What follows belongs to an exercise in optimizing a design on an open flow for small area, a short achievable clock period and few clock cycles; a production flow would make more cautious choices.
Function was not checked in any run shown here: the RTL went through the layout flow alone.
Power figures rest on the tool's default switching activity, not on a simulated workload.

==> design.v <==
module bdm_codec (
    input  wire         clk,
    input  wire         rst,
    input  wire         req_valid,
    output wire         req_ready,
    input  wire [7:0]   req,
    input  wire [7:0]   p0,
    input  wire [7:0]   p1,
    input  wire [39:0]  hdr,
    input  wire [8:0]   din_len,
    input  wire         din_valid,
    output wire         din_ready,
    input  wire [7:0]   din_data,
    output wire         dout_valid,
    input  wire         dout_ready,
    output wire [7:0]   dout_data,
    output wire         dout_last,
    output wire         done,
    output wire [3:0]   st,
    output wire [2:0]   cls,
    output wire [7:0]   rb,
    output wire         rf,
    output wire [7:0]   opc,
    output wire [7:0]   ctl,
    output wire [7:0]   len,
    output wire [191:0] fld,
    output wire [7:0]   fv
);
    localparam [3:0] ST_OK        = 4'h0,
                     ST_EMPTY     = 4'h1,
                     ST_TRUNC     = 4'h2,
                     ST_CHECKSUM  = 4'h3,
                     ST_LENGTH    = 4'h4,
                     ST_UNEXP_OPC = 4'h5,
                     ST_PAY_SHORT = 4'h6,
                     ST_TOO_LONG  = 4'h7,
                     ST_ILL_OP    = 4'h8,
                     ST_ILL_ENT   = 4'h9;
    reg         rr;          
    reg         dr;          
    reg         dv;          
    reg         dl;          
    reg  [7:0]  dd;          
    reg         dn;          
    reg         k_din;       
    reg         k_enc_hdr;   
    reg         k_enc_dat;   
    reg         k_enc_cs;    
    reg         k_build;     
    reg         skv;         
    reg         k_csum;
    reg         k_verify;
    reg         k_frame;     
    reg         k_pget;      
    reg         k_ser;       
    reg         k_xsel;      
    reg  [3:0]  ent;
    reg  [8:0]  rem;         
    reg         lastf;       
    reg  [4:0]  c;           
    reg  [7:0]  m;           
    reg  [7:0]  x;           
    reg  [7:0]  acc;
    reg         f_trunc;     
    reg         f_len;       
    reg         f_pshort;    
    reg         f_opc;       
    reg  [7:0]  r_ctl;
    reg  [7:0]  r_opc;
    reg  [7:0]  b [0:13];
    reg  [3:0]  st_q;
    reg  [2:0]  cls_q;
    reg         rf_q;
    reg         rbsel;
    reg         okd;         
    reg  [7:0]  gf;          
    wire [15:0] eh = 16'd1 << ent;           
    wire [7:0] e_grp = {eh[11], eh[10], eh[9], eh[8], eh[6], eh[4], eh[2], eh[0]};
    wire [7:0] e_wop = ({8{eh[0]}}  & 8'h19) | ({8{eh[1]}}  & 8'h18) |
                       ({8{eh[2]}}  & 8'hAD) | ({8{eh[3]}}  & 8'hAC) |
                       ({8{eh[4]}}  & 8'h45) | ({8{eh[5]}}  & 8'h44) |
                       ({8{eh[6]}}  & 8'h3B) | ({8{eh[7]}}  & 8'h3A) |
                       ({8{eh[8]}}  & 8'h33) | ({8{eh[9]}}  & 8'h2F) |
                       ({8{eh[10]}} & 8'h85) | ({8{eh[11]}} & 8'h15);
    wire [7:0] e_minl = eh[2] ? 8'd4 : eh[8] ? 8'd5 : eh[11] ? 8'd16 : 8'd3;
    wire e_get = (e_grp != 8'h00);
    wire e_src = (ent == 4'h3);
    wire [3:0] rop = req[3:0];
    wire [3:0] ren = req[7:4];
    wire take = req_valid && rr;
    wire op_din   = (rop == 4'h1) || (rop == 4'h2) || (rop == 4'h3) ||
                    (rop == 4'h5) || (rop == 4'h7);
    wire ill_op   = (rop == 4'h0) || (rop > 4'h9);
    wire ill_ent  = ((rop == 4'h6) || (rop == 4'h7)) && (ren > 4'hB);
    wire too_long = (op_din && (din_len > 9'd261)) || ((rop == 4'h4) && (din_len > 9'd255));
    wire n_zero   = (din_len == 9'd0);
    wire frame_op = (rop == 4'h5) || (rop == 4'h7);
    wire r_get    = (ren == 4'h0) || (ren == 4'h2) || (ren == 4'h4) || (ren == 4'h6) ||
                    (ren == 4'h8) || (ren == 4'h9) || (ren == 4'hA) || (ren == 4'hB);
    reg [3:0] st_take;
    reg [2:0] cls_take;
    always @(*) begin
        if (ill_op)                              begin st_take = ST_ILL_OP;   cls_take = 3'd4; end
        else if (ill_ent)                        begin st_take = ST_ILL_ENT;  cls_take = 3'd4; end
        else if (too_long)                       begin st_take = ST_TOO_LONG; cls_take = 3'd4; end
        else if (frame_op && n_zero)             begin st_take = ST_EMPTY;    cls_take = 3'd1; end
        else                                     begin st_take = ST_OK;       cls_take = 3'd0; end
    end
    wire fail_take = ill_op || ill_ent || too_long;
    wire go_din    = op_din && !fail_take && !n_zero;
    wire go_enc    = (rop == 4'h4) && !too_long;
    wire go_build  = (rop == 4'h6) && !ill_ent;
    wire zero_len  = !(go_din || go_enc || go_build);
    wire [7:0] acc_fed = acc ^ p0;
    wire din_fire = din_valid && dr;
    wire adv      = !dv || dout_ready;               
    wire out_end  = dv && dout_ready && dl;          
    wire [4:0] c1 = (c == 5'd31) ? c : c + 5'd1;
    reg  [7:0] bbyte;
    always @(*) begin
        case (c[3:0])
            4'd1:    bbyte = 8'h01;
            4'd5:    bbyte = e_src ? 8'h07 : (e_get ? 8'h03 : 8'h04);
            4'd6:    bbyte = 8'h01;
            4'd7:    bbyte = e_wop;
            4'd8:    bbyte = e_get ? 8'h00 : r_ctl;
            4'd9:    bbyte = e_src ? r_opc : 8'h00;
            4'd10:   bbyte = e_src ? 8'h01 : 8'h00;
            default: bbyte = 8'h00;
        endcase
    end
    wire b_cs = (c[3:0] == (e_src ? 4'd13 : (e_get ? 4'd9 : 4'd10)));
    reg  [7:0] hbyte;
    always @(*) begin
        case (c[1:0])
            2'd1:    hbyte = b[0];
            2'd2:    hbyte = b[1];
            2'd3:    hbyte = b[2];
            default: hbyte = r_ctl;
        endcase
    end
    wire [7:0] x_cs = x ^ (dv ? dd : 8'h00);
    wire cs_ok  = (x == din_data);
    wire pre_ok = !f_trunc && !f_len && !f_opc && !f_pshort;
    wire fin_ok = pre_ok && cs_ok;
    reg [3:0] st_fin;
    reg [2:0] cls_fin;
    always @(*) begin
        if (f_trunc)          begin st_fin = ST_TRUNC;     cls_fin = 3'd1; end
        else if (!cs_ok)      begin st_fin = ST_CHECKSUM;  cls_fin = 3'd2; end
        else if (f_len)       begin st_fin = ST_LENGTH;    cls_fin = 3'd1; end
        else if (f_opc)       begin st_fin = ST_UNEXP_OPC; cls_fin = 3'd3; end
        else if (f_pshort)    begin st_fin = ST_PAY_SHORT; cls_fin = 3'd3; end
        else                  begin st_fin = ST_OK;        cls_fin = 3'd0; end
    end
    wire din_end = k_din && din_fire && lastf;       
    wire       capw = k_din && k_ser && !lastf;
    wire [7:0] bz   = din_data & {8{capw}};
    wire       bclr = take || (din_end && !fin_ok);
    always @(posedge clk) begin
        st_q  <= take ? st_take : (din_end && k_frame) ? st_fin : ST_OK;
        cls_q <= take ? cls_take : (din_end && k_frame) ? cls_fin : 3'd0;
        rf_q  <= din_end && k_verify && cs_ok;
        rbsel <= (take && (rop == 4'h9)) || (din_end && k_xsel);
        okd   <= din_end && k_frame && fin_ok;
        gf    <= (din_end && k_pget && fin_ok) ? e_grp : 8'h00;
    end
    wire skid_out = k_enc_dat && !din_fire && skv && adv;    
    always @(posedge clk) begin
        if (rst) begin
            rr        <= 1'b1;
            dr        <= 1'b0;
            dv        <= 1'b0;
            dn        <= 1'b0;
            k_din     <= 1'b0;
            k_enc_hdr <= 1'b0;
            k_enc_dat <= 1'b0;
            k_enc_cs  <= 1'b0;
            k_build   <= 1'b0;
            skv       <= 1'b0;
            acc       <= 8'h00;
        end else begin
            dn <= 1'b0;
            if (take) begin
                rr        <= zero_len;
                dn        <= zero_len;
                dr        <= go_din;
                k_din     <= go_din;
                k_enc_hdr <= go_enc;
                k_build   <= go_build;
                dv        <= go_enc || go_build;
                if (rop == 4'h8) acc <= 8'h00;
                if (rop == 4'h9) acc <= acc_fed;
            end
            if (din_end) begin
                dr    <= 1'b0;
                k_din <= 1'b0;
                dn    <= 1'b1;
                rr    <= 1'b1;
            end
            if (k_enc_hdr && adv && c == 5'd4) begin
                k_enc_hdr <= 1'b0;
                if (rem == 9'd0) begin
                    k_enc_cs <= 1'b1;
                end else begin
                    k_enc_dat <= 1'b1;
                    dr        <= 1'b1;
                end
            end
            if (k_enc_dat) begin
                if (din_fire) begin
                    if (adv) begin
                        dv <= 1'b1;
                    end else begin
                        skv <= 1'b1;
                        dr  <= 1'b0;
                    end
                    if (lastf) begin
                        dr <= 1'b0;
                        if (adv) begin
                            k_enc_dat <= 1'b0;
                            k_enc_cs  <= 1'b1;
                        end
                    end
                end else if (skv && adv) begin
                    dv  <= 1'b1;
                    skv <= 1'b0;
                    if (rem == 9'd0) begin
                        k_enc_dat <= 1'b0;
                        k_enc_cs  <= 1'b1;
                    end else begin
                        dr <= 1'b1;
                    end
                end else if (adv) begin
                    dv <= 1'b0;
                end
            end
            if (k_enc_cs && adv) begin
                dv       <= 1'b1;
                k_enc_cs <= 1'b0;
            end
            if (k_build && adv && b_cs)
                k_build <= 1'b0;
            if (out_end) begin
                dv <= 1'b0;
                dn <= 1'b1;
                rr <= 1'b1;
            end
        end
    end
    integer i;
    always @(posedge clk) begin
        if (rr) begin
            k_csum   <= (rop == 4'h2);
            k_verify <= (rop == 4'h3);
            k_frame  <= frame_op;
            k_pget   <= (rop == 4'h7) && r_get;
            k_ser    <= (rop == 4'h7) && (ren == 4'hB);
            k_xsel   <= (rop == 4'h1) || (rop == 4'h2);
            ent      <= ren;
            rem      <= din_len;
            lastf    <= (din_len == 9'd1);
            m        <= din_len[7:0] - 8'd6;
            c        <= ((rop == 4'h4) || (rop == 4'h6)) ? 5'd1 : 5'd0;
            dl       <= 1'b0;
            dd       <= (rop == 4'h4) ? hdr[7:0] : 8'hA6;
            x        <= (rop == 4'h9) ? acc_fed : 8'h00;
            f_trunc  <= frame_op && (din_len < 9'd7);
            f_len    <= 1'b0;
            f_pshort <= 1'b0;
            f_opc    <= 1'b0;
            b[0]     <= hdr[15:8];
            b[1]     <= hdr[23:16];
            b[2]     <= hdr[31:24];
            r_ctl    <= (rop == 4'h4) ? hdr[39:32] : p0;
            r_opc    <= p1;
        end
        for (i = 3; i < 14; i = i + 1)
            if (bclr || (k_ser && din_fire && c == i + 7))
                b[i] <= bz;
        if (k_din && din_fire) begin
            c     <= c1;
            rem   <= rem - 9'd1;
            lastf <= (rem == 9'd2);
            if (!(k_csum && lastf)) x <= x ^ din_data;
            if (c == 5'd4) begin
                f_len    <= (din_data < 8'd2) || (din_data != m);
                f_pshort <= k_pget && (m < e_minl);
            end
            if (c == 5'd6) f_opc <= k_pget && (din_data != e_wop);
            if (c == 5'd5) r_ctl <= din_data;
            if (c == 5'd6) r_opc <= din_data;
            if (c == 5'd7) b[0] <= din_data;
            if (c == 5'd8) b[1] <= din_data;
            if (c == 5'd9) b[2] <= din_data;
        end
        if (k_enc_hdr && adv) begin
            dd <= hbyte;
            c  <= c1;
        end
        if (k_enc_dat && din_fire) begin
            rem   <= rem - 9'd1;
            lastf <= (rem == 9'd2);
            if (adv) dd <= din_data;
            else     r_opc <= din_data;
        end
        if (skid_out) dd <= r_opc;
        if (k_enc_cs && adv) begin
            dd <= x_cs;
            dl <= 1'b1;
        end
        if (k_build && adv) begin
            c <= c1;
            if (b_cs) begin
                dd <= x_cs;
                dl <= 1'b1;
            end else begin
                dd <= bbyte;
            end
        end
        if ((k_enc_hdr || k_enc_dat || k_enc_cs || k_build) && dv && dout_ready)
            x <= x_cs;
    end
    assign req_ready  = rr;
    assign din_ready  = dr;
    assign dout_valid = dv;
    assign dout_data  = dd;
    assign dout_last  = dl;
    assign done       = dn;
    assign st         = st_q;
    assign cls        = cls_q;
    assign rb         = x & {8{rbsel}};
    assign rf         = rf_q;
    assign opc        = r_opc & {8{okd}};
    assign ctl        = r_ctl & {8{okd}};
    assign len        = m & {8{okd}};
    assign fv         = gf;
    assign fld[  7:  0] = b[0] & {8{gf[0]}};                  
    assign fld[ 15:  8] = b[0] & {8{gf[1]}};                  
    assign fld[ 23: 16] = b[1] & {8{gf[1]}};                  
    assign fld[ 31: 24] = b[0] & {8{gf[2]}};                  
    assign fld[ 39: 32] = {6'd0, b[0][1:0] & {2{gf[3]}}};     
    assign fld[ 47: 40] = b[0] & {8{gf[4]}};                  
    assign fld[ 55: 48] = b[1] & {8{gf[4]}};                  
    assign fld[ 63: 56] = b[2] & {8{gf[4]}};                  
    assign fld[ 71: 64] = b[0] & {8{gf[5]}};                  
    assign fld[ 79: 72] = b[0] & {8{gf[6]}};                  
    assign fld[ 87: 80] = b[0] & {8{gf[7]}};                  
    assign fld[ 95: 88] = b[1] & {8{gf[7]}};                  
    assign fld[103: 96] = b[2] & {8{gf[7]}};                  
    genvar g;
    generate
        for (g = 3; g < 14; g = g + 1) begin : g_ser
            assign fld[80 + 8*g +: 8] = b[g];                 
        end
    endgenerate
endmodule
==> flow/run.sh <==
#!/bin/bash
set -euo pipefail
export BUFFER_PORTS_ARGS="-buffer_cell sky130_fd_sc_hd__buf_1"
bash standard.sh > standard.log 2>&1
==> standard.sh <==
#!/bin/bash
# synth_recipe.tcl (not shown) runs the flow's synth.tcl, then flattens the netlist and writes it again
# the make line also repeats each setting of config.mk as NAME=value (left out here)
make -C /OpenROAD-flow-scripts/flow DESIGN_CONFIG=/design/flow/config.mk WORK_HOME=/design/flow/orfs CLKGATE_MAP_FILE= SYNTH_SCRIPT=/design/flow/synth_recipe.tcl "${@:-finish}"
==> config.mk <==
export PLATFORM = sky130hd
export DESIGN_NAME = bdm_codec
export DESIGN_NICKNAME = bdm_codec
export VERILOG_FILES = /design/flow/design.v
export SDC_FILE = /design/flow/constraint.sdc
export NUM_CORES = 4
export LEC_CHECK = 0
export CAP_MARGIN = 20
export CORE_MARGIN = 2
export CORE_UTILIZATION = 40
export SETUP_SLACK_MARGIN = 3.5
export SLEW_MARGIN = 20
==> constraint.sdc <==
create_clock -name core_clock -period 6.0 [get_ports {clk}]
set_input_delay 1.2000 -clock core_clock [delete_from_list [all_inputs] [get_ports {clk}]]
set_output_delay 1.2000 -clock core_clock [all_outputs]
set_load 0.01 [all_outputs]
==> impl_metrics.tcl, run 1 <==
set metrics [dict create \
    io_buffers 332 \
    critical_path.most_common_cell "buf_6" \
    finalCritPeriodShare_pct 43.7 \
    setup_viol 0 \
    clkSlewWorstSetupHoldPaths_ps 60 \
    dp_hpwl_mm 30.5 \
    clock-sinks 218 \
    drtAntennaViolNets 0 \
    p_total_w 0.00388 \
    drtIter0Drc 1065 \
    initial_utilization_pct 40.6 \
    finalHoldViolations 0 \
    drive_above_1_share_pct 22.3 \
    worst_pin_slew_ps 1020 \
    synth_ff_type "edfxtp_1" \
    drcViolationCount 0 \
    grt_pass1_vias 10139 \
    synth_cell_types 86 \
    fin_setup_tns_ps 0 \
    nets 1634 \
    end_kind "output port" \
    status "no timing/DRC/antenna violations" \
    fin_skew_ps 12.7 \
    r2r-start "c[1]$_DFFE_PP_" \
    ys_ff_latch 218 \
    detail_route.vias_per_cell 5.59 \
    power_density_nw_per_um2 248 \
    io_pins 339 \
    core_area_um2 28700 \
    synth_area_um2 11700 \
    p_seq_share_pct 46.2 \
    min_path_cells 1 \
    die_y_um 175 \
    startpoint_type "flop" \
    syn_area_per_cell_um2 9.69 \
    drv_slew 0 \
    ir_drop_v 0.000249 \
    layout_common_cells "238 x buf_1, 122 x edfxtp_1, 109 x nand2_1, 81 x buf_6, 78 x and2_1" \
    areaGrowthSynthToFinish_pct 33.9 \
    maxCapViolations 0 \
    holdCritStartpoint "k_xsel$_DFFE_PP_" \
    antenna_found_initial 0 \
    num-fill-cells 2643 \
    clk_latency_ps 530 \
    worstPathRequired_ps 4800 \
    first_pass_iters 6 \
    synth_edf_count 122 \
    relSlewSlack_pct 31.9 \
    grt_pass1_wl_mm 63.4 \
    rows 62 \
    cts_tree "built" \
    grtUsageTotal_pct 27.3 \
    combPwrFrac_pct 11.8 \
    grt_start_max_net_pins 55 \
    switchingPower_w 0.00104 \
    post-route-min-period_ps 2620 \
    crit_type "reg2out" \
    r2r_setup_slack_ps 3570 \
    fmax_mhz 381 \
    p_int_w 0.00284 \
    root_buffer "clkbuf_16" \
    h-tree-depth 1 \
    ys_warn_count 2 \
    die_w_um 175 \
    hold_buffers 0 \
    path_cells "buf_6, buf_6, and2_1, clkbuf_2" \
    worstReg2RegEnd "dd[6]$_DFF_P_" \
    cts_buffers 24 \
    cts_buffer_depth 3 \
    mostFrequentLayoutCell "buf_1" \
    rsz0062_at_grt "yes" \
    grt-ovfl-total 0 \
    r2r_cells 7 \
    min_path_type "reg2reg" \
    switching_share_pct 26.8 \
    routabilityCongestion 0.969 \
    wl_per_cell_um 22.8 \
    synthCells 1203 \
    synth_seq_area_share_pct 47.9 \
    power_frac_clock_pct 42.0 \
    ys_async_sr_fraction_pct 0 \
    wl_mm 44.1 \
    crit_fanout 5 \
    p_leak_nw 6.14 \
    arrival_ps 1420 \
    fin_util_pct 54.4 \
    hold_end "rbsel$_DFF_P_" \
    crit_path_top_delay_cell "dfxtp_4" \
    dieArea_um2 30500 \
    via_count 10838 \
    antenna_cells 0 \
    max_stage_delay_ps 420 \
]
==> metal layers <==
layer	wire length, um	track usage [%]	part of all wire [%]	vias up
met5	0	0	0	-
met4	1180	7.81	2.7	0
met3	3240	4.55	7.3	68
met2	21000	45.2	48	522
met1	18700	36.9	42	5242
li1	-	-	-	5006
==> through the flow <==
step | instance area (um^2) | hold WS (ps) | worst slack [ps] | std cells
2_1_floorplan | 11800 | 420 | 3380 | 1208
3_3_place_gp | 13200 | 429 | 2180 | 1850
3_5_place_dp | 13200 | 437 | 2150 | 1850
4_1_cts | 14900 | 451 | 3360 | 1920
5_1_grt | 15600 | 491 | 3340 | 1938
6_report | 15600 | 447 | 3380 | 1938
==> how the worst max path moves through the flow <==
| stage | from | to | slack, ps | cells after the start |
|---|---|---|---|---|
| final | gf[4]$_SDFF_PN0_ | fld[63] | 3380 | 4 |
| after global routing | gf[4]$_SDFF_PN0_ | fld[63] | 3340 | 4 |
| after CTS | gf[4]$_SDFF_PN0_ | fld[55] | 3360 | 4 |
| after detailed placement | din_data[4] | b[13][1]$_DFFE_PP_ | 2150 | 7 |
| after global placement | din_data[1] | b[13][0]$_DFFE_PP_ | 2180 | 7 |
| after floorplan | din_data[7] | b[12][0]$_DFFE_PP_ | 3380 | 7 |
==> critical path, delay by kind of cell, from the launching register on <==
family / cells / cell delay [ps]
flops: 1 / 420
simple gates: 1 / 130
buf+inv: 3 / 340
==> timing repair <==
action                     4_1_cts  5_1_grt
cloned                           4        2
pin swaps                       11        8
buffers inserted                22       16
setup endpoints to repair      295      258
resized for setup              210      175
==> area by class of cell <==
cell class	instances	area, um^2	area share (%)
inverters	25	93.8	0.601
clock buffers	29	683	4.37
multi-input cells	882	6050	38.7
flip-flops and latches	218	5670	36.3
clock inverters	15	196	1.26
well taps	384	480	3.08
repair buffers	385	2440	15.6
==> kinds of logic (layout without fill, tap and decap cells) <==
| family | Yosys count | after routing | synth area share, % |
|---|---|---|---|
| xor+xnor | 49 | 49 | 3.68 |
| simple gates | 488 | 488 | 22.6 |
| other cells | 1 | 6 | 0.0322 |
| fa+ha+maj | 12 | 12 | 1.29 |
| compound gates | 281 | 281 | 16.5 |
| buf+inv | 108 | 454 | 4.03 |
| flops | 218 | 218 | 47.9 |
| mux | 46 | 46 | 3.96 |
==> power by group through the flow <==
stage | registers [W] | clock network (W) | logic, W
floorplan | 0.00177 | 0 | 0.000274
global placement | 0.00182 | 0 | 0.000405
detailed placement | 0.00182 | 0 | 0.000409
CTS | 0.00179 | 0.00165 | 0.000432
global route | 0.00180 | 0.00170 | 0.000492
finish | 0.00179 | 0.00163 | 0.000457
==> registers in the layout (all words and copies together), names as in the netlist, 3 cells and up <==
| name | cells |
|---|---|
| acc | 8 |
| dd | 8 |
| m | 8 |
| r_opc | 8 |
| b | 112 |
| c | 5 |
| cls_q | 3 |
| gf | 8 |
| x | 8 |
| rem | 9 |
| ent | 4 |
| st_q | 4 |
| r_ctl | 8 |
==> synth_stat cells, types with 14 or more instances <==
cell type	number	area [um^2]
a21o_1	21	158
a21oi_1	55	275
and2_1	147	920
and3_1	17	106
clkbuf_1	54	203
dfxtp_1	96	1920
edfxtp_1	122	3660
inv_1	25	93.8
mux2i_1	45	450
nand2_1	109	409
nand2b_1	20	125
nand3_1	17	85.1
nand3b_1	14	105
nor2_1	67	251
nor3_1	30	150
o21ai_0	71	355
xnor2_1	29	254
xor2_1	20	175
==> run 2: changes to the inputs <==
--- a/design.v
+++ b/design.v
@@ -60,3 +60,3 @@
     reg  [4:0]  c;           
-    reg  [7:0]  m;           
+    reg  [7:0]  mn;          
     reg  [7:0]  x;           
@@ -67,5 +67,9 @@
     reg         f_opc;       
-    reg  [7:0]  r_ctl;
-    reg  [7:0]  r_opc;
-    reg  [7:0]  b [0:13];
+    reg  [7:0]  r_ctln;
+    reg  [7:0]  r_opcn;
+    reg  [7:0]  bn [0:2];
+    reg  [7:0]  b [3:13];
+    wire [7:0]  r_ctl = ~r_ctln;
+    wire [7:0]  r_opc = ~r_opcn;
+    wire [7:0]  m     = ~mn;
     reg  [3:0]  st_q;
@@ -74,4 +78,4 @@
     reg         rbsel;
-    reg         okd;         
-    reg  [7:0]  gf;          
+    reg         okdn;        
+    reg  [7:0]  gfn;         
     wire [15:0] eh = 16'd1 << ent;           
@@ -135,5 +139,5 @@
         case (c[1:0])
-            2'd1:    hbyte = b[0];
-            2'd2:    hbyte = b[1];
-            2'd3:    hbyte = b[2];
+            2'd1:    hbyte = ~bn[0];
+            2'd2:    hbyte = ~bn[1];
+            2'd3:    hbyte = ~bn[2];
             default: hbyte = r_ctl;
@@ -164,4 +168,4 @@
         rbsel <= (take && (rop == 4'h9)) || (din_end && k_xsel);
-        okd   <= din_end && k_frame && fin_ok;
-        gf    <= (din_end && k_pget && fin_ok) ? e_grp : 8'h00;
+        okdn  <= !(din_end && k_frame && fin_ok);
+        gfn   <= ~((din_end && k_pget && fin_ok) ? e_grp : 8'h00);
     end
@@ -262,3 +266,3 @@
             lastf    <= (din_len == 9'd1);
-            m        <= din_len[7:0] - 8'd6;
+            mn       <= ~(din_len[7:0] - 8'd6);
             c        <= ((rop == 4'h4) || (rop == 4'h6)) ? 5'd1 : 5'd0;
@@ -271,7 +275,7 @@
             f_opc    <= 1'b0;
-            b[0]     <= hdr[15:8];
-            b[1]     <= hdr[23:16];
-            b[2]     <= hdr[31:24];
-            r_ctl    <= (rop == 4'h4) ? hdr[39:32] : p0;
-            r_opc    <= p1;
+            bn[0]    <= ~hdr[15:8];
+            bn[1]    <= ~hdr[23:16];
+            bn[2]    <= ~hdr[31:24];
+            r_ctln   <= ~((rop == 4'h4) ? hdr[39:32] : p0);
+            r_opcn   <= ~p1;
         end
@@ -290,7 +294,7 @@
             if (c == 5'd6) f_opc <= k_pget && (din_data != e_wop);
-            if (c == 5'd5) r_ctl <= din_data;
-            if (c == 5'd6) r_opc <= din_data;
-            if (c == 5'd7) b[0] <= din_data;
-            if (c == 5'd8) b[1] <= din_data;
-            if (c == 5'd9) b[2] <= din_data;
+            if (c == 5'd5) r_ctln <= ~din_data;
+            if (c == 5'd6) r_opcn <= ~din_data;
+            if (c == 5'd7) bn[0]  <= ~din_data;
+            if (c == 5'd8) bn[1]  <= ~din_data;
+            if (c == 5'd9) bn[2]  <= ~din_data;
         end
@@ -304,3 +308,3 @@
             if (adv) dd <= din_data;
-            else     r_opc <= din_data;
+            else     r_opcn <= ~din_data;
         end
@@ -333,19 +337,19 @@
     assign rf         = rf_q;
-    assign opc        = r_opc & {8{okd}};
-    assign ctl        = r_ctl & {8{okd}};
-    assign len        = m & {8{okd}};
-    assign fv         = gf;
-    assign fld[  7:  0] = b[0] & {8{gf[0]}};                  
-    assign fld[ 15:  8] = b[0] & {8{gf[1]}};                  
-    assign fld[ 23: 16] = b[1] & {8{gf[1]}};                  
-    assign fld[ 31: 24] = b[0] & {8{gf[2]}};                  
-    assign fld[ 39: 32] = {6'd0, b[0][1:0] & {2{gf[3]}}};     
-    assign fld[ 47: 40] = b[0] & {8{gf[4]}};                  
-    assign fld[ 55: 48] = b[1] & {8{gf[4]}};                  
-    assign fld[ 63: 56] = b[2] & {8{gf[4]}};                  
-    assign fld[ 71: 64] = b[0] & {8{gf[5]}};                  
-    assign fld[ 79: 72] = b[0] & {8{gf[6]}};                  
-    assign fld[ 87: 80] = b[0] & {8{gf[7]}};                  
-    assign fld[ 95: 88] = b[1] & {8{gf[7]}};                  
-    assign fld[103: 96] = b[2] & {8{gf[7]}};                  
+    assign opc        = ~(r_opcn | {8{okdn}});
+    assign ctl        = ~(r_ctln | {8{okdn}});
+    assign len        = ~(mn | {8{okdn}});
+    assign fv         = ~gfn;
+    assign fld[  7:  0] = ~(bn[0] | {8{gfn[0]}});                
+    assign fld[ 15:  8] = ~(bn[0] | {8{gfn[1]}});                
+    assign fld[ 23: 16] = ~(bn[1] | {8{gfn[1]}});                
+    assign fld[ 31: 24] = ~(bn[0] | {8{gfn[2]}});                
+    assign fld[ 39: 32] = {6'd0, ~(bn[0][1:0] | {2{gfn[3]}})};   
+    assign fld[ 47: 40] = ~(bn[0] | {8{gfn[4]}});                
+    assign fld[ 55: 48] = ~(bn[1] | {8{gfn[4]}});                
+    assign fld[ 63: 56] = ~(bn[2] | {8{gfn[4]}});                
+    assign fld[ 71: 64] = ~(bn[0] | {8{gfn[5]}});                
+    assign fld[ 79: 72] = ~(bn[0] | {8{gfn[6]}});                
+    assign fld[ 87: 80] = ~(bn[0] | {8{gfn[7]}});                
+    assign fld[ 95: 88] = ~(bn[1] | {8{gfn[7]}});                
+    assign fld[103: 96] = ~(bn[2] | {8{gfn[7]}});                
     genvar g;
@@ -353,3 +357,3 @@
         for (g = 3; g < 14; g = g + 1) begin : g_ser
-            assign fld[80 + 8*g +: 8] = b[g];                 
+            assign fld[80 + 8*g +: 8] = b[g];                    
         end
==> run 2 against run 1 <==
Final cell count grew 2.4%. Design area shrank 3.2%. Synthesized cell count grew 5.1%. Clock power shrank 9.8%. Via count grew 4.0%. Worst hold slack gained 62 ps. Setup slack gained 53 ps. Fmax grew 2.1%. Critical path depth shrank 1. Core utilization shrank 0.12 points. Clock skew shrank 0.71 ps. Count of clock-buffer cells in the layout grew 3. Highest routed layer unchanged.
==> impl_metrics.tcl, run 2 <==
set metrics [dict create \
    status "no timing/DRC/antenna violations" \
    detail_route.vias_per_cell 5.68 \
    ir_drop_v 0.000180 \
    r2r_cells 5 \
    h-tree-depth 1 \
    grt_pass1_wl_mm 63.7 \
    relSlewSlack_pct 35.7 \
    grt_start_max_net_pins 47 \
    holdCritStartpoint "acc[7]$_SDFFE_PP0P_" \
    finalHoldViolations 0 \
    power_density_nw_per_um2 256 \
    grt-ovfl-total 0 \
    root_buffer "clkbuf_16" \
    drtAntennaViolNets 0 \
    antenna_found_initial 0 \
    yosysMostFrequentCell "nor2_1" \
    end_kind "output port" \
    crit_type "reg2out" \
    multi_input_area_um2 5800 \
    initial_utilization_pct 40.8 \
    syn_area_per_cell_um2 8.99 \
    hold_buffers 0 \
    synth_area_um2 11400 \
    nets 1688 \
    post-route-min-period_ps 2570 \
    startpoint_type "flop" \
    drive_above_1_share_pct 18.4 \
    crit_fanout 6 \
    fin_setup_tns_ps 0 \
    hold_end "acc[7]$_SDFFE_PP0P_" \
    mostFrequentLayoutCell "buf_1" \
    io_buffers 332 \
    cts_buffers 23 \
    synth-simple-area-share_pct 22.4 \
    regArea_um2 5630 \
    min_path_type "reg2reg" \
    dieArea_um2 29800 \
    io_pins 339 \
    clk_latency_ps 530 \
    top_register "b" \
    synthAdderAreaFrac_pct 1.32 \
    finalCritPeriodShare_pct 42.8 \
    worstReg2RegEnd "dd[3]$_DFF_P_" \
    synth_seq_area_share_pct 49.2 \
    muxShareOfSynthArea_pct 1.24 \
    synth_ff_type "edfxtp_1" \
    synthTopCellsByCount "202 x nor2_1, 124 x nand2_1, 122 x edfxtp_1, 96 x dfxtp_1, 89 x clkbuf_1" \
    rsz0062_at_grt "yes" \
    drv_slew 0 \
    wl_per_cell_um 22.2 \
    r2r_setup_slack_ps 3540 \
    synth_compound_area_share_pct 17.4 \
    clkSlewWorstSetupHoldPaths_ps 70 \
    maxCapViolations 0 \
    ys_async_sr_fraction_pct 0 \
    layout_common_cells "270 x buf_1, 167 x nor2_1, 122 x edfxtp_1, 113 x nand2_1, 84 x a21oi_1" \
    yosysTopAreaCellShare_pct 32.2 \
    arrival_ps 1370 \
    synthCells 1264 \
    via_count 11276 \
    fin_skew_ps 12.0 \
    worstPathRequired_ps 4800 \
    final_area_um2 15100 \
    setup_viol 0 \
    dp_hpwl_mm 30.7 \
    min_path_cells 2 \
    num-fill-cells 2532 \
    clock-sinks 218 \
    fin_util_pct 54.3 \
    grtUsageTotal_pct 27.8 \
    largest_register_ffs 88 \
    die_y_um 173 \
    worst_pin_slew_ps 964 \
    synth_cell_types 77 \
    cts_buffer_depth 3 \
    p_leak_nw 5.81 \
    drtIter0Drc 1155 \
    rows 61 \
    core_area_um2 27900 \
    cts_tree "built" \
    areaGrowthSynthToFinish_pct 33.1 \
    fmax_mhz 389 \
    ys_ff_latch 218 \
    reg_top3 "b (88), bn (24), rem (9)" \
    synth_xor_area_share_pct 3.31 \
    die_w_um 173 \
    dpl_cell_area_um2 12900 \
    synth_edf_count 122 \
    r2r-start "ent[1]$_DFFE_PP_" \
    synth_top_family_by_area "simple AND/OR/NAND/NOR gates" \
    routabilityCongestion 0.949 \
    wl_mm 44.1 \
    drcViolationCount 0 \
    yosysTopAreaCell "edfxtp_1" \
    antenna_cells 0 \
    ys_warn_count 3 \
    synth.area.top_cells "edfxtp_1 32%, dfxtp_1 17%, nor2_1 6.7%" \
    grt_pass1_vias 10267 \
    first_pass_iters 6 \
]
==> run 2: area by class of cell <==
cell class / instances / share of cell area, %
clock inverter: 10 / 0.885
sequential: 218 / 37.2
multi-input combinational: 906 / 38.4
tap: 378 / 3.13
inverter: 37 / 0.968
clock buffer: 32 / 4.29
timing repair buffer: 404 / 15.1
==> run 2: routing by layer <==
metal	up-vias	track usage [%]	part of all wire, %	routed length [um]
li1	5173	-	-	-
met1	5357	37.5	42	18300
met2	664	45.8	47	20700
met3	82	5.47	8.8	3860
met4	0	7.16	2.7	1180
met5	-	0	0	0
==> run 2: worst max-delay path, cell delays in order (launching register included) <==
cell and delay [ps]:
dfxtp_4 450, buf_12 190, nor2_1 50, buf_2 150
==> run 2: report_power, final <==
part | leakage [nW] | internal (W) | total [W] | switching [W]
Combinational | 3.38 | 0.000225 | 0.000583 | 0.000358
Clock | 0.373 | 0.000854 | 0.00147 | 0.000619
Sequential | 2.06 | 0.00168 | 0.00182 | 0.000140
Total | 5.81 | 0.00276 | 0.00388 | 0.00112
==> run 2: metrics by stage <==
step	power [W]	hold WS, ps	setup slack [ps]	instances
2_1_floorplan	0.00211	442	3150	1269
3_3_place_gp	0.00231	469	1530	1884
3_5_place_dp	0.00232	493	1430	1884
4_1_cts	0.00384	510	3400	1959
5_1_grt	0.00401	528	3400	1985
6_report	0.00388	509	3430	1985
==> run 2: worst max-delay path by stage <==
stage               depth (start not counted)           start                  to  slack (ps)
global placement                            6     din_data[6]  b[13][3]$_DFFE_PP_        1530
detailed placement                          6     din_data[6]  b[13][0]$_DFFE_PP_        1430
floorplan                                   6     din_data[4]  b[13][0]$_DFFE_PP_        3150
CTS                                         3    okdn$_DFF_P_              len[3]        3400
finish                                      3    okdn$_DFF_P_              opc[4]        3430
global route                                3  gfn[7]$_DFF_P_             fld[87]        3400
==> run 2: repair_timing <==
action | 4_1_cts | 5_1_grt
setup endpoints to repair | 282 | 200
pin swaps | 3 | 16
buffers inserted | 29 | 25
gates resized for setup | 115 | 168
cloned | 4 | 1
==> run 2: logic make-up after synthesis <==
logic type,count (synthesis)
other,1
multiplexers,14
XOR/XNOR,43
AND/OR/NAND/NOR,531
buffers and inverters,145
AO/OA/AOI/OAI,300
flip-flops,218
adder cells (fa/ha/maj),12
==> run 3: changes to the inputs <==
--- a/design.v
+++ b/design.v
@@ -60,3 +60,3 @@
     reg  [4:0]  c;           
-    reg  [7:0]  mn;          
+    reg  [7:0]  m;           
     reg  [7:0]  x;           
@@ -67,9 +67,6 @@
     reg         f_opc;       
-    reg  [7:0]  r_ctln;
-    reg  [7:0]  r_opcn;
+    reg  [7:0]  r_ctl;
+    reg  [7:0]  r_opc;
     reg  [7:0]  bn [0:2];
     reg  [7:0]  b [3:13];
-    wire [7:0]  r_ctl = ~r_ctln;
-    wire [7:0]  r_opc = ~r_opcn;
-    wire [7:0]  m     = ~mn;
     reg  [3:0]  st_q;
@@ -77,4 +74,2 @@
     reg         rf_q;
-    reg         rbsel;
-    reg         okdn;        
     reg  [7:0]  gfn;         
@@ -167,4 +162,2 @@
         rf_q  <= din_end && k_verify && cs_ok;
-        rbsel <= (take && (rop == 4'h9)) || (din_end && k_xsel);
-        okdn  <= !(din_end && k_frame && fin_ok);
         gfn   <= ~((din_end && k_pget && fin_ok) ? e_grp : 8'h00);
@@ -266,3 +259,3 @@
             lastf    <= (din_len == 9'd1);
-            mn       <= ~(din_len[7:0] - 8'd6);
+            m        <= (go_din && frame_op) ? din_len[7:0] - 8'd6 : 8'h00;
             c        <= ((rop == 4'h4) || (rop == 4'h6)) ? 5'd1 : 5'd0;
@@ -278,4 +271,4 @@
             bn[2]    <= ~hdr[31:24];
-            r_ctln   <= ~((rop == 4'h4) ? hdr[39:32] : p0);
-            r_opcn   <= ~p1;
+            r_ctl    <= go_enc ? hdr[39:32] : go_build ? p0 : 8'h00;
+            r_opc    <= go_build ? p1 : 8'h00;
         end
@@ -288,3 +281,5 @@
             lastf <= (rem == 9'd2);
-            if (!(k_csum && lastf)) x <= x ^ din_data;
+            if (!lastf)       x <= x ^ din_data;
+            else if (!k_xsel) x <= 8'h00;
+            else if (!k_csum) x <= x ^ din_data;
             if (c == 5'd4) begin
@@ -294,4 +289,4 @@
             if (c == 5'd6) f_opc <= k_pget && (din_data != e_wop);
-            if (c == 5'd5) r_ctln <= ~din_data;
-            if (c == 5'd6) r_opcn <= ~din_data;
+            if (c == 5'd5 && k_frame) r_ctl <= din_data;
+            if (c == 5'd6 && k_frame) r_opc <= din_data;
             if (c == 5'd7) bn[0]  <= ~din_data;
@@ -308,3 +303,3 @@
             if (adv) dd <= din_data;
-            else     r_opcn <= ~din_data;
+            else     r_opc <= din_data;
         end
@@ -324,4 +319,13 @@
         end
-        if ((k_enc_hdr || k_enc_dat || k_enc_cs || k_build) && dv && dout_ready)
+        if ((k_enc_hdr || k_enc_dat || k_enc_cs || k_build || dl) && dv && dout_ready)
             x <= x_cs;
+        if (din_end && !(k_frame && fin_ok)) begin
+            r_ctl <= 8'h00;
+            r_opc <= 8'h00;
+            m     <= 8'h00;
+        end
+        if (out_end) begin
+            r_ctl <= 8'h00;
+            r_opc <= 8'h00;
+        end
     end
@@ -335,7 +339,7 @@
     assign cls        = cls_q;
-    assign rb         = x & {8{rbsel}};
+    assign rb         = x;
     assign rf         = rf_q;
-    assign opc        = ~(r_opcn | {8{okdn}});
-    assign ctl        = ~(r_ctln | {8{okdn}});
-    assign len        = ~(mn | {8{okdn}});
+    assign opc        = r_opc;
+    assign ctl        = r_ctl;
+    assign len        = m;
     assign fv         = ~gfn;
==> run 3 against run 2 <==
Still clean on timing, DRC and antenna. Worst hold slack better by 10 ps. Die area shrank 1.2%. Clock power barely moved. Power shrank 4.3%. Core utilization shrank 0.10 points.
==> impl_metrics.tcl, run 3 <==
set metrics [dict create \
    status "no timing/DRC/antenna violations" \
    relSlewSlack_pct 36.2 \
    clkSlewWorstSetupHoldPaths_ps 60 \
    fin_skew_ps 26.7 \
    grtUsageTotal_pct 26.8 \
    antenna_found_initial 0 \
    max_stage_delay_ps 340 \
    yosysTopAreaCellShare_pct 30.5 \
    drtIter0Drc 1258 \
    dpl_cell_area_um2 12900 \
    io_pins 339 \
    min_path_type "reg2reg" \
    syn_area_per_cell_um2 9.11 \
    p_leak_nw 5.48 \
    hold_buffers 0 \
    startpoint_type "input pin" \
    p_seq_share_pct 46.6 \
    yosysMostFrequentCell "nor2_1" \
    cts_buffers 24 \
    cp.depth 9 \
    fin_setup_tns_ps 0 \
    top_register "b" \
    ir_drop_v 0.000209 \
    routabilityCongestion 0.912 \
    rows 61 \
    switchingPower_w 0.00102 \
    nets 1665 \
    grt-ovfl-total 0 \
    r2r-start "c[0]$_DFFE_PP_" \
    post-route-min-period_ps 2590 \
    synth-simple-area-share_pct 20.5 \
    grt_pass1_wl_mm 59.6 \
    cts_buffer_depth 3 \
    finalCritPeriodShare_pct 43.2 \
    ys_warn_count 3 \
    end_kind "flop" \
    drive_above_1_share_pct 19.7 \
    path_cells "buf_1, buf_12, nor2b_4, a2111oi_4, nand4_4, nor3_4, o21ai_4, buf_6, o21bai_4" \
    grt_start_max_net_pins 54 \
    layout_common_cells "290 x buf_1, 171 x nor2_1, 114 x edfxtp_1, 97 x nand2_1, 89 x o21ai_0" \
    p_int_w 0.00269 \
    areaGrowthSynthToFinish_pct 33.7 \
    root_buffer "clkbuf_16" \
    hold_ws_ps 519 \
    cts_tree "built" \
    r2r_setup_slack_ps 3500 \
    synth_seq_area_share_pct 48.7 \
    synthCells 1233 \
    grt_pass1_vias 9697 \
    cp_top_family "compound AO/OA/AOI/OAI gates" \
    worstPathRequired_ps 6270 \
    worstReg2RegEnd "r_opc[0]$_SDFF_PP0_" \
    maxCapViolations 0 \
    synth_xor_area_share_pct 3.35 \
    muxShareOfSynthArea_pct 1.46 \
    worst_pin_slew_ps 957 \
    power_frac_clock_pct 40.2 \
    switching_share_pct 27.6 \
    synth.area.top_cells "edfxtp_1 30%, dfxtp_1 18%, nor2_1 6.6%" \
    synth_edf_count 114 \
    drcViolationCount 0 \
    synth_ff_type "edfxtp_1" \
    clk_latency_ps 540 \
    synth_cell_types 83 \
    arrival_ps 2870 \
    die_y_um 172 \
    combPwrFrac_pct 13.2 \
    setup_viol 0 \
    synth_compound_area_share_pct 19.5 \
    synth_top_family_by_area "simple AND/OR/NAND/NOR gates" \
    wl_per_cell_um 21.8 \
    final_area_um2 15000 \
    reg_top3 "b (88), bn (24), rem (9)" \
    wl_mm 42.9 \
    regArea_um2 5500 \
    initial_utilization_pct 40.5 \
    r2r_cells 8 \
    io_buffers 332 \
    synth_area_um2 11200 \
    detail_route.vias_per_cell 5.71 \
    post-place-ws_ps 1870 \
    core_area_um2 27700 \
    crit_end "b[13][6]$_DFFE_PP_" \
    synthAdderAreaFrac_pct 1.34 \
    power_density_nw_per_um2 247 \
    fin_ws_ps 3410 \
    die_w_um 172 \
    critical_path.startpoint "din_data[2]" \
    ys_ff_latch 216 \
    path_buf_inv 3 \
    h-tree-depth 1 \
    synthTopCellsByCount "198 x nor2_1, 114 x edfxtp_1, 104 x nand2_1, 102 x dfxtp_1, 98 x o21ai_0" \
    first_pass_iters 6 \
    drv_slew 0 \
    crit_fanout 19 \
    fmax_mhz 385 \
    dieArea_um2 29400 \
    dp_hpwl_mm 29.1 \
    drtAntennaViolNets 0 \
    ys_async_sr_fraction_pct 0 \
    mostFrequentLayoutCell "buf_1" \
    finalHoldViolations 0 \
    antenna_cells 0 \
    yosysTopAreaCell "edfxtp_1" \
    multi_input_area_um2 5880 \
    via_count 11211 \
    rsz0062_at_grt "yes" \
    crit_type "in2reg" \
    crit_path_top_delay_cell "a2111oi_4" \
    num-fill-cells 2580 \
    largest_register_ffs 88 \
    clock-sinks 216 \
]
-- run 3: cell types whose count changed after synthesis, moves of 17 or more --
cell      delta
a21oi_1     -43
a221oi_1    +21
nand2_1     -20
nor3_1      +17
o211ai_1    -18
o21ai_0     +38
-- run 3: worst register-to-register path: stages (launching register included) --
cell,delay [ps]
edfxtp_1,520
inv_2,180
ha_4,280
clkinvlp_4,250
nor3_1,550
a22oi_1,130
buf_4,250
nor2_1,140
a211oi_2,60
-- run 3: worst min-delay path by stage --
stage                         from                   to  slack (ps)  cells after the start
6_report          skv$_SDFFE_PP0P_     skv$_SDFFE_PP0P_         520                      2
5_1_grt           skv$_SDFFE_PP0P_     skv$_SDFFE_PP0P_         540                      2
4_1_cts           skv$_SDFFE_PP0P_     skv$_SDFFE_PP0P_         520                      2
3_5_place_dp   acc[3]$_SDFFE_PP0P_  acc[3]$_SDFFE_PP0P_         510                      2
3_3_place_gp      skv$_SDFFE_PP0P_     skv$_SDFFE_PP0P_         480                      2
2_1_floorplan   k_verify$_DFFE_PP_         rf_q$_DFF_P_         440                      2
-- run 3: through the flow --
| stage | cells | power [W] | utilization (%) |
|---|---|---|---|
| final | 1963 | 0.00371 | 54.2 |
| after global placement | 1860 | 0.00215 | 46.4 |
| after CTS | 1939 | 0.00369 | 51.7 |
| after floorplan | 1238 | 0.00199 | - |
| after global routing | 1963 | 0.00383 | 54.2 |
| after detailed placement | 1860 | 0.00215 | 46.4 |
-- run 3: layout make-up --
cell class	instances	area share, %
sequential	216	36.6
timing repair buffer	403	14.6
clock inverter	13	0.942
tap	378	3.15
inverter	41	1.19
clock buffer	31	4.38
multi-input combinational	881	39.1
-- run 3: timing repair --
| item | CTS | global route |
|---|---|---|
| buffers inserted | 31 | 22 |
| pin swaps | 12 | 26 |
| gates resized for setup | 103 | 142 |
| cloned | 4 | 2 |
| setup endpoints to repair | 249 | 218 |
-- run 3: routing by layer --
layer  routed length, um  vias to the layer above  global-route usage, %
met3                4180                      105                   4.44
met1               17400                     5289                   36.9
met5                   0                        -                      0
met2               19800                      714                   43.3
met4                1480                        0                   8.33
li1                    -                     5103                      -
-- run 3: power by group through the flow --
stage	sequential, W	clock [W]	combinational [W]
final	0.00173	0.00149	0.000490
after global routing	0.00174	0.00157	0.000525
after CTS	0.00172	0.00151	0.000453
after detailed placement	0.00176	0	0.000395
after global placement	0.00176	0	0.000390
after floorplan	0.00173	0	0.000268
-- run 3: kinds of logic (layout without fill, tap and decap cells) --
group                      count (synthesis)  in the layout
buffers and inverters                    142            488
adders and majority gates                 12             12
and+or+nand+nor                          487            488
AOI/OAI and AO/OA                        316            316
xor gates and xnor gates                  43             43
muxes                                     16             16
other                                      1              6
DFF                                      216            216
==> run 4: changes to the inputs <==
--- a/config.mk
+++ b/config.mk
@@ -10,3 +10,3 @@
 export CORE_UTILIZATION = 40
-export SETUP_SLACK_MARGIN = 3.5
+export SETUP_SLACK_MARGIN = 4.5
 export SLEW_MARGIN = 20
==> run 4 against run 3 <==
Final cell count up 9.3%. Via count up 12%. First-iteration DRC count increased by 32%.
==> impl_metrics.tcl, run 4 <==
set metrics [dict create \
    initial_utilization_pct 40.5 \
    synth_edf_count 114 \
    grtUsageTotal_pct 31.4 \
    fin_ws_ps 3400 \
    nets 1849 \
    dp_hpwl_mm 30.4 \
    crit_path_top_delay_cell "nor3_4" \
    synthCells 1233 \
    synth_area_um2 11200 \
    setup_viol 0 \
    finalCritPeriodShare_pct 43.3 \
    core_area_um2 27700 \
    reg_top3 "b (88), bn (24), rem (9)" \
    power_density_nw_per_um2 193 \
    synth_ff_type "edfxtp_1" \
    h-tree-depth 1 \
    max_stage_delay_ps 270 \
    syn_area_per_cell_um2 9.11 \
    synth.area.top_cells "edfxtp_1 30%, dfxtp_1 18%, nor2_1 6.6%" \
    grt_start_max_net_pins 85 \
    cts_buffers 24 \
    drv_slew 0 \
    drcViolationCount 0 \
    wl_mm 50.3 \
    relSlewSlack_pct 41.6 \
    mostFrequentLayoutCell "buf_6" \
    ys_async_sr_fraction_pct 0 \
    clock-sinks 216 \
    io_pins 339 \
    status "no timing/DRC/antenna violations" \
    ys_ff_latch 216 \
    drive_above_1_share_pct 55.1 \
    path_cells "buf_1, buf_6, buf_4, nand2b_1, o2111a_1, nand4_4, nor3_4, o21ai_4, buf_4, a21o_4" \
    cts_tree "built" \
    critical_path.most_common_cell "buf_4" \
    rows 61 \
    fin_skew_ps 17.0 \
    first_pass_iters 5 \
    post-place-ws_ps 2260 \
    drtAntennaViolNets 0 \
    antenna_cells 0 \
    hold_buffers 0 \
    detail_route.vias_per_cell 5.83 \
    final_area_um2 19900 \
    yosysTopAreaCell "edfxtp_1" \
    worstPathRequired_ps 6290 \
    grt_pass1_vias 11460 \
    startpoint_type "input pin" \
    clk_latency_ps 540 \
    drtIter0Drc 1655 \
    maxCapViolations 0 \
    routabilityCongestion 0.938 \
    grt-ovfl-total 0 \
    antenna_found_initial 0 \
    crit_fanout 8 \
    ys_warn_count 3 \
    rsz0062_at_grt "yes" \
    end_kind "flop" \
    wl_per_cell_um 23.5 \
    crit_type "in2reg" \
    post-route-min-period_ps 2600 \
    min_path_type "reg2reg" \
    arrival_ps 2890 \
    synthTopCellsByCount "198 x nor2_1, 114 x edfxtp_1, 104 x nand2_1, 102 x dfxtp_1, 98 x o21ai_0" \
    areaGrowthSynthToFinish_pct 76.9 \
    yosysMostFrequentCell "nor2_1" \
    yosysTopAreaCellShare_pct 30.5 \
    p_leak_nw 7.70 \
    finalHoldViolations 0 \
    die_w_um 172 \
    top_register "b" \
    dieArea_um2 29400 \
    die_y_um 172 \
    largest_register_ffs 88 \
    fmax_mhz 385 \
    root_buffer "clkbuf_16" \
    layout_common_cells "208 x buf_6, 152 x buf_4, 116 x nor2_4, 114 x edfxtp_1, 88 x nand2_1" \
    hold_ws_ps 518 \
    synth_seq_area_share_pct 48.7 \
    via_count 12503 \
    cts_buffer_depth 3 \
    ir_drop_v 0.000226 \
    io_buffers 332 \
    fin_util_pct 71.7 \
    grt_pass1_wl_mm 69.5 \
    dpl_cell_area_um2 14100 \
    synth_cell_types 83 \
    clkSlewWorstSetupHoldPaths_ps 60 \
    worst_pin_slew_ps 870 \
    fin_setup_tns_ps 0 \
]
[run 4: path summary, 6_finish.rpt]
path | startpoint | end | slack, ps | cells after the start
setup / recovery | din_data[0] | b[11][7]$_DFFE_PP_ | 3400 | 10
hold / removal | skv$_SDFFE_PP0P_ | skv$_SDFFE_PP0P_ | 520 | 2
hold reg to reg | skv$_SDFFE_PP0P_ | skv$_SDFFE_PP0P_ | 520 | 2
setup reg to reg | c[0]$_DFFE_PP_ | r_opc[3]$_SDFF_PP0_ | 3700 | 9
[run 4: layout make-up]
type | count | area [um^2]
fill | 1996 | 7840
multi-input combinational | 888 | 7570
sequential | 216 | 5690
timing repair buffer | 580 | 5190
clock buffer | 32 | 651
tap | 378 | 473
inverter | 41 | 200
clock inverter | 11 | 81.3
[run 4: stage by stage]
| stage | std cells | total power [W] |
|---|---|---|
| 6_report | 2146 | 0.00384 |
| 3_5_place_dp | 1863 | 0.00222 |
| 2_1_floorplan | 1238 | 0.00208 |
| 5_1_grt | 2146 | 0.00396 |
| 3_3_place_gp | 1863 | 0.00221 |
| 4_1_cts | 2095 | 0.00375 |
[run 4: power by group]
part           internal [W]  total, W  switching, W
clock network      0.000766   0.00137      0.000607
logic              0.000329  0.000737      0.000408
registers           0.00162   0.00173      0.000105
[run 4: timing repair]
action | 4_1_cts | 5_1_grt
gates resized for setup | 525 | 318
cloned | 12 | 5
setup endpoints to repair | 568 | 479
buffers inserted | 177 | 46
pin swaps | 92 | 85
[run 4: routing by layer]
| layer | part of all wire, % | GRT usage, % | vias to the layer above |
|---|---|---|---|
| li1 | - | - | 5508 |
| met1 | 39 | 41.1 | 5987 |
| met2 | 47 | 50.6 | 852 |
| met3 | 9.8 | 6.40 | 156 |
| met4 | 4.5 | 13.3 | 0 |
| met5 | 0 | 0 | - |
[run 4: kinds of logic after synthesis]
group / after synthesis / synth area share [%]
fa+ha+maj: 12 / 1.34
other cells: 1 / 0.0334
xor+xnor: 43 / 3.35
buf+inv: 142 / 5.15
simple gates: 487 / 20.5
flops: 216 / 48.7
compound gates: 316 / 19.5
mux: 16 / 1.46
[run 4: worst max-delay path: cells and delay by family]
| kind | cells | cell delay [ps] |
|---|---|---|
| and+or+nand+nor | 3 | 560 |
| buffers and inverters | 4 | 540 |
| AOI/OAI and AO/OA | 3 | 570 |
==> run 5: changes to the inputs <==
--- a/config.mk
+++ b/config.mk
@@ -10,3 +10,4 @@
 export CORE_UTILIZATION = 40
-export SETUP_SLACK_MARGIN = 4.5
+export CTS_BUF_LIST = sky130_fd_sc_hd__clkbuf_8
+export SETUP_SLACK_MARGIN = 3.5
 export SLEW_MARGIN = 20
==> run 5 against run 4 <==
Core utilization decreased by 18 points. Critical path type unchanged. Count of clock-buffer cells in the layout up 12. Design area is 25% lower. Die area stayed put. Clock power shrank 3%. Power decreased by 7.5%. Clock skew rose by 12 ps. Still clean. Sequential power is essentially flat. Setup slack gained 13 ps. Non-clock buffer count is 176 lower. Area after synthesis unchanged. Combinational power is 34% lower. Largest cell class unchanged.
==> impl_metrics.tcl, run 5 <==
set metrics [dict create \
    status "no timing/DRC/antenna violations" \
    top_register "b" \
    ys_ff_latch 216 \
    final_cells 1987 \
    route.met3.wl_mm 3.68 \
    first_pass_iters 6 \
    arrival_ps 2870 \
    fmax_mhz 387 \
    fin_setup_tns_ps 0 \
    io_pins 339 \
    dr_wl_met2_mm 19.7 \
    io_buffers 332 \
    crit_fanout 8 \
    startpoint_type "input pin" \
    root_buffer "clkbuf_8" \
    maxCapViolations 0 \
    synth_cell_types 83 \
    cts_buffers 38 \
    grt_start_max_net_pins 54 \
    top_layer "met4" \
    dp_hpwl_mm 29.1 \
    layout_common_cells "288 x buf_1, 171 x nor2_1, 114 x edfxtp_1, 98 x nand2_1, 89 x o21ai_0" \
    ys_warn_count 3 \
    drv_slew 0 \
    max_stage_delay_ps 380 \
    critical_path.most_common_cell "buf_6" \
    yosysTopAreaCell "edfxtp_1" \
    end_kind "flop" \
    wl_per_cell_um 21.6 \
    nets 1680 \
    clock-sinks 216 \
    grt_pass1_wl_mm 59.3 \
    h-tree-depth 2 \
    setup_viol 0 \
    fin_util_pct 53.8 \
    clk_latency_ps 550 \
    routabilityCongestion 0.912 \
    core_area_um2 27700 \
    synthTopCellsByCount "198 x nor2_1, 114 x edfxtp_1, 104 x nand2_1, 102 x dfxtp_1, 98 x o21ai_0" \
    drtIter0Drc 1287 \
    p_int_w 0.00254 \
    initial_utilization_pct 40.5 \
    drive_above_1_share_pct 20.0 \
    synth_ff_type "edfxtp_1" \
    wl_mm 42.9 \
    areaGrowthSynthToFinish_pct 32.8 \
    crit_path_top_delay_cell "a2111oi_4" \
    rows 61 \
    crit_type "in2reg" \
    synth_edf_count 114 \
    ys_async_sr_fraction_pct 0 \
    synth_area_um2 11200 \
    p_leak_nw 5.53 \
    rsz0062_at_grt "yes" \
    via_count 11200 \
    worst_pin_slew_ps 991 \
    post-route-min-period_ps 2590 \
    worstPathRequired_ps 6280 \
    min_path_type "reg2reg" \
    yosysMostFrequentCell "nor2_1" \
    grtUsageTotal_pct 26.9 \
    switching_share_pct 28.5 \
    antenna_found_initial 0 \
    grt-ovfl-total 0 \
    cts_tree "built" \
    switchingPower_w 0.00101 \
    fin_skew_ps 29.3 \
    mostFrequentLayoutCell "buf_1" \
    clkSlewWorstSetupHoldPaths_ps 60 \
    die_y_um 172 \
    synth.area.top_cells "edfxtp_1 30%, dfxtp_1 18%, nor2_1 6.6%" \
    cts_buffer_depth 3 \
    finalCritPeriodShare_pct 43.1 \
    relSlewSlack_pct 34.0 \
    die_w_um 172 \
    syn_area_per_cell_um2 9.11 \
    antenna_cells 0 \
    met1_length_mm 17.9 \
    r2r_cells 9 \
    synthCells 1233 \
    detail_route.vias_per_cell 5.64 \
    yosysTopAreaCellShare_pct 30.5 \
    drtAntennaViolNets 0 \
    grt_pass1_vias 9630 \
    largest_register_ffs 88 \
    dp.cells 1860 \
    finalHoldViolations 0 \
    p_seq_share_pct 48.7 \
    dieArea_um2 29400 \
    p_total_w 0.00355 \
    power_frac_clock_pct 37.5 \
    synth_seq_area_share_pct 48.7 \
    path_cells "buf_1, buf_6, clkinvlp_4, a2111oi_4, nand4_4, nor3_4, o21ai_4, buf_6, o21bai_4" \
    ir_drop_v 0.000100 \
    min_path_cells 2 \
    reg_top3 "b (88), bn (24), rem (9)" \
    power_density_nw_per_um2 238 \
    combPwrFrac_pct 13.8 \
    drcViolationCount 0 \
]
-- run 5: metrics by stage --
| step | setup WS (ps) | cell area [um^2] | hold slack [ps] |
|---|---|---|---|
| global route | 3400 | 14900 | 544 |
| CTS | 3400 | 14200 | 516 |
| global placement | 1980 | 12900 | 485 |
| finish | 3410 | 14900 | 517 |
| floorplan | 3170 | 11500 | 436 |
| detailed placement | 1870 | 12900 | 505 |
-- run 5: critical path: cells and delay by family --
family	cells	cell delay (ps)
buf+inv	4	520
compound gates	3	720
simple gates	2	420
-- run 5: cell type report --
| type | instances | area [um^2] |
|---|---|---|
| Multi-Input combinational cell | 881 | 5860 |
| Inverter | 41 | 176 |
| Clock buffer | 44 | 606 |
| Tap cell | 378 | 473 |
| Fill cell | 2594 | 12800 |
| Timing Repair Buffer | 404 | 2160 |
| Clock inverter | 23 | 139 |
| Sequential cell | 216 | 5500 |
-- run 5: layer usage --
metal / vias up / GRT usage, %
met5: - / 0
met4: 0 / 9.32
met3: 92 / 4.58
met2: 667 / 42.9
met1: 5297 / 36.9
li1: 5144 / -
-- run 5: logic make-up after synthesis --
family          share of synthesized area (%)
compound gates                           19.5
xor+xnor                                 3.35
fa+ha+maj                                1.34
buf+inv                                  5.15
flops                                    48.7
mux                                      1.46
other cells                            0.0334
simple gates                             20.5
-- run 5: power groups by stage --
| stage | Combinational, W | Sequential, W | Clock [W] |
|---|---|---|---|
| 2_1_floorplan | 0.000268 | 0.00173 | 0 |
| 3_3_place_gp | 0.000390 | 0.00176 | 0 |
| 3_5_place_dp | 0.000395 | 0.00176 | 0 |
| 4_1_cts | 0.000448 | 0.00172 | 0.00136 |
| 5_1_grt | 0.000525 | 0.00173 | 0.00142 |
| 6_report | 0.000490 | 0.00173 | 0.00133 |
-- run 5: what timing repair did --
| action | CTS | global route |
|---|---|---|
| cloned | 4 | 2 |
| hold buffers | 0 | 0 |
| gates resized for setup | 102 | 131 |
| setup endpoints to repair | 255 | 225 |
| pin swaps | 9 | 25 |
| buffers inserted | 25 | 29 |
-- run 5: worst paths after layout --
kind                                             to  slack [ps]                 from
worst max-delay path             b[13][1]$_DFFE_PP_        3410          din_data[4]
worst min-delay path            acc[3]$_SDFFE_PP0P_         520  acc[3]$_SDFFE_PP0P_
worst max register to register        dd[6]$_DFF_P_        3560       c[1]$_DFFE_PP_
worst min register to register  acc[3]$_SDFFE_PP0P_         520  acc[3]$_SDFFE_PP0P_
==> run 6: changes to the inputs <==
--- a/design.v
+++ b/design.v
@@ -50,2 +50,3 @@
     reg         skv;         
+    reg         k_clr;       
     reg         k_csum;
@@ -155,8 +156,8 @@
     wire din_end = k_din && din_fire && lastf;       
-    wire       capw = k_din && k_ser && !lastf;
-    wire [7:0] bz   = din_data & {8{capw}};
-    wire       bclr = take || (din_end && !fin_ok);
+    wire fail_end = din_end && k_frame && !fin_ok;
+    wire [7:0] bz   = din_data & {8{k_din}};
+    wire       bclr = rr || k_clr;
     always @(posedge clk) begin
-        st_q  <= take ? st_take : (din_end && k_frame) ? st_fin : ST_OK;
-        cls_q <= take ? cls_take : (din_end && k_frame) ? cls_fin : 3'd0;
+        st_q  <= take ? st_take : (din_end && k_frame) ? st_fin : k_clr ? st_q : ST_OK;
+        cls_q <= take ? cls_take : (din_end && k_frame) ? cls_fin : k_clr ? cls_q : 3'd0;
         rf_q  <= din_end && k_verify && cs_ok;
@@ -177,5 +178,7 @@
             skv       <= 1'b0;
+            k_clr     <= 1'b0;
             acc       <= 8'h00;
         end else begin
-            dn <= 1'b0;
+            dn    <= 1'b0;
+            k_clr <= fail_end;
             if (take) begin
@@ -194,4 +197,10 @@
                 k_din <= 1'b0;
-                dn    <= 1'b1;
-                rr    <= 1'b1;
+                if (!fail_end) begin
+                    dn <= 1'b1;
+                    rr <= 1'b1;
+                end
+            end
+            if (k_clr) begin
+                dn <= 1'b1;
+                rr <= 1'b1;
             end
@@ -321,3 +330,3 @@
             x <= x_cs;
-        if (din_end && !(k_frame && fin_ok)) begin
+        if (k_clr) begin
             r_ctl <= 8'h00;
==> run 6 against run 5 <==
Critical path depth down 6. Routed wire length grew 3.6%. Sequential share of layout area is 1.5 points higher. Core utilization decreased by 1.5 points.
==> impl_metrics.tcl, run 6 <==
set metrics [dict create \
    reg_top3 "b (88), bn (24), rem (9)" \
    crit_fanout 7 \
    synthAdderAreaFrac_pct 1.32 \
    finalCritPeriodShare_pct 43.0 \
    ys_warn_count 3 \
    yosysMostFrequentCell "nor2_1" \
    drtIter0Drc 1382 \
    antenna_found_initial 0 \
    hold_buffers 0 \
    synth_xor_area_share_pct 3.47 \
    areaGrowthSynthToFinish_pct 28.3 \
    arrival_ps 1380 \
    drcViolationCount 0 \
    p_leak_nw 5.57 \
    clkSlewWorstSetupHoldPaths_ps 70 \
    initial_utilization_pct 40.8 \
    grtUsageTotal_pct 27.6 \
    status "no timing/DRC/antenna violations" \
    drv_slew 0 \
    syn_area_per_cell_um2 9.17 \
    num-fill-cells 2648 \
    clock-sinks 217 \
    fmax_mhz 388 \
    grt_pass1_vias 10321 \
    die_w_um 173 \
    wl_mm 44.4 \
    min_path_type "reg2reg" \
    fin_skew_ps 29.9 \
    nets 1654 \
    power_density_nw_per_um2 239 \
    finalHoldViolations 0 \
    synthTopCellsByCount "165 x nor2_1, 128 x nand2_1, 121 x edfxtp_1, 96 x dfxtp_1, 81 x clkbuf_1" \
    io_buffers 332 \
    cts_buffer_depth 3 \
    synth_top_family_by_area "simple AND/OR/NAND/NOR gates" \
    cts_tree "built" \
    mostFrequentLayoutCell "buf_1" \
    die_y_um 173 \
    root_buffer "clkbuf_8" \
    drtAntennaViolNets 0 \
    synth_compound_area_share_pct 18.5 \
    detail_route.vias_per_cell 5.81 \
    hold_ws_ps 465 \
    grt-ovfl-total 0 \
    top_register "b" \
    rsz0062_at_grt "yes" \
    antenna_cells 0 \
    setup_viol 0 \
    synth.area.top_cells "edfxtp_1 32%, dfxtp_1 17%, nor2_1 5.5%" \
    grt_pass1_wl_mm 63.6 \
    synth-simple-area-share_pct 21.8 \
    worstPathRequired_ps 4800 \
    rows 61 \
    yosysTopAreaCell "edfxtp_1" \
    ys_async_sr_fraction_pct 0 \
    synth_seq_area_share_pct 48.9 \
    startpoint_type "flop" \
    synth_ff_type "edfxtp_1" \
    min_path_cells 1 \
    post-route-min-period_ps 2580 \
    dp_hpwl_mm 30.4 \
    r2r_cells 5 \
    via_count 11368 \
    crit_type "reg2out" \
    io_pins 339 \
    muxShareOfSynthArea_pct 0.881 \
    dp.cells 1860 \
    cts_buffers 37 \
    first_pass_iters 8 \
    relSlewSlack_pct 40.7 \
    drive_above_1_share_pct 16.4 \
    routabilityCongestion 0.982 \
    layout_common_cells "278 x buf_1, 131 x nor2_1, 123 x nand2_1, 121 x edfxtp_1, 74 x dfxtp_1" \
    wl_per_cell_um 22.7 \
    yosysTopAreaCellShare_pct 32.0 \
    dieArea_um2 29800 \
    final_cells 1957 \
    synth_area_um2 11400 \
    clk_latency_ps 560 \
    ys_ff_latch 217 \
    ir_drop_v 0.000139 \
    worst_pin_slew_ps 890 \
    synthCells 1238 \
    largest_register_ffs 88 \
    end_kind "output port" \
    synth_edf_count 121 \
    core_area_um2 27900 \
    grt_start_max_net_pins 39 \
    synth_cell_types 81 \
    fin_setup_tns_ps 0 \
    h-tree-depth 2 \
    maxCapViolations 0 \
]
==> run 6: changes by cell type in the layout (fill, tap and decap cells not counted), moves of 12 or more <==
cell      previous run  this run
o21ai_2              0        12
a211oi_2            16         0
o21ai_0             89        71
nand3_1             22        42
o211ai_1            15        40
nor2_1             171       131
buf_4               57        32
nand2_1             98       123
nand2b_1            14        31
==> run 6: timing repair <==
action,4_1_cts,5_1_grt
pin swaps,2,7
setup endpoints to repair,238,171
cloned,1,4
gates resized for setup,68,164
buffers inserted,9,21
==> run 6: worst paths after layout <==
| kind | start | endpoint | slack (ps) |
|---|---|---|---|
| worst min register to register | k_verify$_DFFE_PP_ | rf_q$_DFF_P_ | 470 |
| worst max-delay path | gfn[7]$_DFF_P_ | fld[95] | 3420 |
| worst min-delay path | k_verify$_DFFE_PP_ | rf_q$_DFF_P_ | 470 |
| worst max register to register | c[3]$_DFFE_PP_ | dd[0]$_DFF_P_ | 3470 |
==> run 6: layout make-up <==
class                   instances  area, um^2  area share [%]
multi-input cells             884        5610            38.5
flip-flops and latches        217        5600            38.4
repair buffers                378        2020            13.9
clock buffers                  39         537            3.68
well taps                     378         473            3.25
clock inverters                23         193            1.32
inverters                      38         145           0.996
==> run 6: cells by family (layout without fill, tap and decap cells) <==
| family | after synthesis | in the layout |
|---|---|---|
| compound gates | 303 | 303 |
| xor+xnor | 45 | 45 |
| fa+ha+maj | 12 | 12 |
| buf+inv | 142 | 478 |
| flops | 217 | 217 |
| mux | 10 | 10 |
| other cells | 1 | 6 |
| simple gates | 508 | 508 |
==> run 6: power breakdown <==
| part | switching, W | leakage (nW) | internal (W) |
|---|---|---|---|
| Combinational | 0.000249 | 2.94 | 0.000140 |
| Clock | 0.000626 | 0.417 | 0.000736 |
| Sequential | 0.0000900 | 2.21 | 0.00165 |
| Total | 0.000965 | 5.57 | 0.00252 |
==> run 6: critical path: stages (launching register included) <==
cell and delay, ps:
dfxtp_4 440, buf_12 190, nor2_1 50, buf_2 150
==> run 6: routing by layer <==
layer	vias up	GRT usage, %	wire (um)
met3	130	5.02	3880
met4	0	10.2	1710
met5	-	0	0
met1	5378	37.3	18200
li1	5125	-	-
met2	735	44.2	20700
==> run 6: per-stage QoR <==
stage / total power [W] / worst slack, ps / cell area, um^2 / utilization (%)
3_3_place_gp: 0.00210 / 2460 / 12800 / 46.1
5_1_grt: 0.00360 / 3320 / 14600 / 52.3
6_report: 0.00349 / 3420 / 14600 / 52.3
4_1_cts: 0.00347 / 3430 / 13800 / 49.7
3_5_place_dp: 0.00211 / 2430 / 12800 / 46.1
2_1_floorplan: 0.00195 / 3210 / 11500 / -

port drivers added, routing unchanged:
In the flow no input, the clock included, has a driving cell. The finished layouts below were timed again as built, in two steps.
Step 1 sets driving cells, clkbuf_16 on the clock port and buf_2 on the other inputs (assumed; they add their load-dependent delay and slew).
Step 2 moves the port delays by t, midway between the first and last clock arrival at a register: inputs arrive t later, outputs are due t later. That takes back most of the time a late clock gives input paths.
a / b / c = ideal ports / drivers / drivers and shift; a / b = the first two.
run | t, ns | slack for setup (ns) | hold slack, ns | worst setup path at the end
run 1 | 0.573 | 3.377 / 3.328 / 2.988 | 0.447 / 0.447 / 0.447 | input to register
run 2 | 0.575 | 3.430 / 3.380 / 2.911 | 0.509 / 0.509 / 0.509 | input to register
run 3 | 0.579 | 3.405 / 3.388 / 2.836 | 0.519 / 0.519 / 0.519 | input to register
run 4 | 0.583 | 3.400 / 3.395 / 2.843 | 0.518 / 0.518 / 0.518 | input to register
run 5 | 0.587 | 3.413 / 3.410 / 2.831 | 0.517 / 0.517 / 0.517 | input to register
run 6 | 0.589 | 3.422 / 3.374 / 2.970 | 0.465 / 0.465 / 0.465 | input to register
After both steps setup and hold are still met in every run listed. The setup slack of run 5, which loses most, moves by -0.003 ns with the drivers and by -0.582 ns with both steps.
